This design comes from an exercise in tuning for small area and few clock cycles on the open sky130 flow, not from production work. The RTL was checked by simulation tests, not by an equivalence proof against the original design.

== the reference run ==
==> flow/design.v (excerpt) <==
module tic_rx (
    input  wire        clk,
    input  wire        rst,
    input  wire        in_valid,
    input  wire [7:0]  in_data,
    output wire        in_ready,
    input  wire        chg_clr,
    output reg         ev_valid,
    output reg  [2:0]  ev_kind,
    output wire [4:0]  ev_field,
    output reg         ev_changed,
    output wire [31:0] ev_value,
    output wire [31:0] rec_easf01,
    output wire [31:0] rec_easf02,
    output wire [31:0] rec_irms1,
    output wire [31:0] rec_urms1,
    output wire [31:0] rec_pref,
    output wire [31:0] rec_sinsts,
    output wire [31:0] rec_ntarf,
    output wire [1:0]  rec_ltarf,
    output wire        peak,
    output wire [17:0] chg,
    output wire [31:0] unk_cnt
);
    localparam [7:0] SOF = 8'h02;
    localparam [7:0] SOG = 8'h0A;
    localparam [7:0] EOG = 8'h0D;
    localparam [2:0] EV_OVERFLOW = 3'd1;
    localparam [2:0] EV_SHORT    = 3'd2;
    localparam [2:0] EV_CKFAIL   = 3'd3;
    reg        in_grp;                  
    reg        sof_seen;
    reg  [5:0] cursor;                  
    reg  [5:0] sum;                     
    reg  [7:0] last;                    
    reg  [7:0] prev;                    
    reg        dec_p;                   
    wire       stall;
    assign in_ready = !stall;
    wire       take     = in_valid && !stall;
    wire [7:0] expect_ck = {1'b0, sum[5], ~sum[5], sum[4:0]};
    wire       is_eog   = in_data == EOG;
    wire       start    = take && !in_grp && sof_seen && in_data == SOG;
    wire       store    = take && in_grp && !is_eog;
    wire       grp_end  = take && in_grp && is_eog;
    wire       is_short = cursor[5:3] == 3'd0;
    wire       ck_ok    = last == expect_ck;
    wire       finish   = grp_end && !is_short && ck_ok;
    wire       feed     = store && cursor[5:1] != 5'd0;
    wire       dstart   = store && cursor == 6'd1;
    wire       ovf      = store && cursor == 6'd62;
    wire [2:0]  res_kind;
  ...
Settings: LEC_CHECK=0, ABC_AREA=1, CAP_MARGIN=20, CORE_MARGIN=2, CORE_UTILIZATION=40, SLEW_MARGIN=20; clock period 20.0 ns.
standard.sh (not shown) runs the stock make flow with config.mk's settings and CLKGATE_MAP_FILE= SYNTH_SCRIPT=/design/flow/synth_recipe.tcl, a recipe that flattens the netlist after the stock synthesis.
==> flow/flow/run.sh <==
#!/bin/bash
# The standard layout (standard.sh), changed in three ways:
#  - synthesis maps the logic with a stronger ABC area script (flow/area.abc);
#    everything else in synthesis, the registers included, is the standard flow's own;
#  - the port buffers are the smallest buffer cell;
#  - the clock tree uses larger sink clusters and no dummy loads.
set -euo pipefail
here=$PWD
export FLOW_SYNTH_TCL=$here/synth_recipe.tcl
export TIC_ABC_SCRIPT=$here/flow/area.abc
export BUFFER_PORTS_ARGS="-buffer_cell sky130_fd_sc_hd__buf_1"
export CTS_ARGS="-sink_clustering_enable -repair_clock_nets -sink_clustering_size 26 -sink_clustering_max_diameter 120 -dont_use_dummy_load"
sed "s#SYNTH_SCRIPT=[^ ]*#SYNTH_SCRIPT=$here/flow/abc_synth.tcl#" standard.sh > flow_standard.sh
grep -q "SYNTH_SCRIPT=$here/flow/abc_synth.tcl" flow_standard.sh
bash flow_standard.sh > standard.log 2>&1
==> flow/flow/abc_synth.tcl <==
# The standard flow's synthesis script, with ABC's technology mapping run on the area script
# named by TIC_ABC_SCRIPT instead of ORFS's abc_area.script (combinational logic only).
proc abc {args} {
  set i [lsearch $args -script]
  if {$i >= 0} { lset args [expr {$i + 1}] $::env(TIC_ABC_SCRIPT) }
  yosys abc {*}$args
}
source $::env(FLOW_SYNTH_TCL)
==> flow/flow/area.abc <==
strash
&get -n
&fraig -x
&put
scorr
dc2
strash
dch -f
map -a
mfs2
strash
dch -f
map -a
mfs2
strash
dch -f
map -a
mfs2
strash
dch -f
map -a
mfs2
strash
dch -f
map -a
topo
stime -c
dnsize -c
Looking at the reports, the reference run completed the entire flow and the layout it produced met the timing, DRC and antenna checks.
Testbench counts of the reference run, summed over its fixed seeds: cycles 20,863.
Changes in the trial run relative to the reference run:
--- a/flow/design.v
+++ b/flow/design.v
@@ -180,24 +180,26 @@
     reg        t2_13;         
     reg        t2_season;
     reg        t2_rest;
     wire       is_sep  = byte_in == SEP;
     wire       dig     = is_digit(byte_in);
     wire       first   = pos == 4'd0;
     wire [3:0] pos_inc = (pos == 4'd15) ? pos : pos + 4'd1;
-    wire [31:0] x_in  = first ? 32'd0 : t1_x;
+    wire        t1_char;
+    wire [31:0] x_in  = (first && t1_char) ? 32'd0 : t1_x;
     wire [2:0]  x_lo;
     wire        x_lo_c;
-    wire [32:0] x_hi;
-    wire        x_hi_c;
+    wire [32:0] add_b;
+    wire [32:0] add_s;
+    wire        add_co;
     tic_radd #(3)  u_xlo (.a(byte_in[2:0]), .b({x_in[1:0], 1'b0}), .ci(1'b0),
                           .s(x_lo), .co(x_lo_c));
-    tic_radd #(33) u_xhi (.a({1'b0, x_in}), .b({3'd0, x_in[31:2]}), .ci(x_lo_c | byte_in[3]),
-                          .s(x_hi), .co(x_hi_c));
-    wire [35:0] x_mul = {x_hi, x_lo};
+    tic_radd #(33) u_add (.a({1'b0, x_in}), .b(add_b), .ci(t1_char ? (x_lo_c | byte_in[3]) : 1'b1),
+                          .s(add_s), .co(add_co));
+    wire [35:0] x_mul = {add_s, x_lo};
     wire [4:0]  cand_next = first                ? tag_first :
                             tag_match             ? cand :
                             (byte_in == alt_ch)   ? alt_f : 5'd31;
     wire lit_pk_hit =
         (pos == 4'd0 && byte_in == 8'h48) ||
         (pos == 4'd1 && byte_in == 8'h45) ||
         (pos == 4'd2 && byte_in == 8'h55) ||
@@ -220,15 +222,15 @@
         (pos == 4'd6 && byte_in == 8'h43) ||
         (pos == 4'd7 && byte_in == 8'h52) ||
         (pos == 4'd8 && byte_in == 8'h45) ||
         (pos == 4'd9 && byte_in == 8'h55) ||
         (pos == 4'd10 && byte_in == 8'h53) ||
         (pos == 4'd11 && byte_in == 8'h45);
     wire tok_char = byte_valid && !cut && byte_in != 8'h00 && !is_sep;
-    wire t1_char  = tok_char && tok == 2'd1;
+    assign t1_char = tok_char && tok == 2'd1;
     wire t2_char  = tok_char && tok == 2'd2;
     always @(posedge clk) begin
         if (start) begin
             cut    <= 1'b0;
             tok    <= 2'd0;
             pos    <= 4'd0;
             t1_len <= 4'd0;
@@ -302,43 +304,40 @@
     wire        t1_digits = t1_dig0 && t1_rest;
     wire        parse_ok  = (t1_len != 4'd0) && t1_digits && !t1_ovf;
     wire [31:0] x         = t1_x;
     wire        t1_shape  = (t1_len == 4'd13) && t1_season && t1_rest;
     wire        t2_shape  = tok[1] && t2_13 && t2_season && t2_rest;
     wire        lit_peak  = t1_peak_m && (t1_len == 4'd12);
     wire        lit_off   = t1_off_m  && (t1_len == 4'd12);
-    wire [32:0] e_val  = (f == 5'd8) ? {1'b0, rec_urms1} : est;
-    wire [34:0] d_s;
+    reg  [32:0] old;
+    always @* begin
+        case (f)
+            5'd5:    old = {1'b0, rec_easf01};
+            5'd6:    old = {1'b0, rec_easf02};
+            5'd7:    old = {1'b0, rec_irms1};
+            5'd8:    old = {1'b0, rec_urms1};
+            5'd9:    old = {1'b0, rec_pref};
+            5'd10:   old = decide ? {1'b0, rec_sinsts} : est;
+            default: old = {1'b0, rec_ntarf};
+        endcase
+    end
+    assign add_b = t1_char ? {3'd0, x_in[31:2]} : ~old;
+    wire [34:0] d_s = {{2{~add_co}}, add_s};
     wire [36:0] d_lo, d_hi;
-    wire        d_sc, d_loc, d_hic;
-    tic_radd #(35) u_ds  (.a({3'd0, x}), .b(~{2'b00, e_val}), .ci(1'b1), .s(d_s), .co(d_sc));
-    tic_radd #(37) u_dlo (.a({d_s, 2'b00}), .b({4'd0, e_val}), .ci(1'b0), .s(d_lo), .co(d_loc));
-    tic_radd #(37) u_dhi (.a({4'd0, e_val}), .b(~{d_s, 2'b00}), .ci(1'b1), .s(d_hi), .co(d_hic));
+    wire        d_loc, d_hic;
+    tic_radd #(37) u_dlo (.a({d_s, 2'b00}), .b({4'd0, old}), .ci(1'b0), .s(d_lo), .co(d_loc));
+    tic_radd #(37) u_dhi (.a({4'd0, old}), .b(~{d_s, 2'b00}), .ci(1'b1), .s(d_hi), .co(d_hic));
     wire        near_c = !d_lo[36] && !d_hi[36];
     reg         near;
     always @(posedge clk)
         if (finish)
             near <= near_c;
-    reg  [31:0] old;
-    always @* begin
-        case (f)
-            5'd5:    old = rec_easf01;
-            5'd6:    old = rec_easf02;
-            5'd7:    old = rec_irms1;
-            5'd8:    old = rec_urms1;
-            5'd9:    old = rec_pref;
-            5'd10:   old = rec_sinsts;
-            default: old = rec_ntarf;
-        endcase
-    end
-    wire numeric = (f >= 5'd5 && f <= 5'd10) || f == 5'd16;
-    wire [31:0] x_old;
-    wire        x_ge_old;
-    tic_radd #(32) u_xold (.a(x), .b(~old), .ci(1'b1), .s(x_old), .co(x_ge_old));
-    wire x_ne_old = x != old;
+    wire numeric  = (f >= 5'd5 && f <= 5'd10) || f == 5'd16;
+    wire x_ge_old = !d_s[34];
+    wire x_ne_old = d_s != 35'd0;
     reg ok;
     always @* begin
         case (f)
             5'd0:  ok = (t1_len == 4'd12) && t1_digits;
             5'd1:  ok = 1'b1;
             5'd2:  ok = t1_shape;
             5'd3:  ok = 1'b1;
Findings:
- Overall global routing resource usage (higher): the trial run
- Comparing the two runs side by side, the trial run comes out ahead of the reference run on total power.
- In the trial run the reg-to-reg setup timing slack turned out 2010 ps lower than in the reference run.
- The run showing the greater non-clock buffer count is the trial run.
- Re cell count after placement: the trial run is about 0.4% up on the reference run.
- | fraction of area in non-clock buffers | higher: the trial run |
- Looking at synthesized-area fraction occupied by ao, oa, aoi and oai cells, the trial run sits below the reference run.
- The run showing the greater count of inserted tapcells is the reference run.
- Any difference in clock distribution area overhead in the final layout between the trial run and the reference run is small enough to ignore.
Testbench counts of the trial run, summed over its fixed seeds: cycles 20,863.

re-timing with driven ports:
Ports are ideal in the flow. The routed layouts listed here were re-timed in OpenROAD. Step 1 (the two cells are an assumption about what drives the block):
set clk [get_ports {clk}]
set_driving_cell -lib_cell sky130_fd_sc_hd__clkbuf_16 $clk
set_driving_cell -lib_cell sky130_fd_sc_hd__buf_2 [delete_from_list [all_inputs] $clk]
Step 2 times the ports against the registers' clock, not the clock port: input delays grow and output delays shrink by t, the midpoint of the rising clock arrivals with the driver on. Three values: no drivers, after step 1, after step 2; two values: the first two.
run | t (ns) | setup slack, ns | worst hold slack (ns) | clock arrival spread, ns | pins driven straight from the clock port
the reference run | 0.583 | 3.665 / 3.665 / 3.665 | 0.476 / 0.476 / 0.476 | 0.115 / 0.115 | 1
the trial run | 0.589 | 0.659 / 0.698 / 0.109 | 0.457 / 0.457 / 0.457 | 0.043 / 0.043 | 1
After both steps every run listed still meets setup and hold. The setup slack of the trial run, which loses most, moves by +0.039 ns with the drivers and by -0.550 ns with both steps.
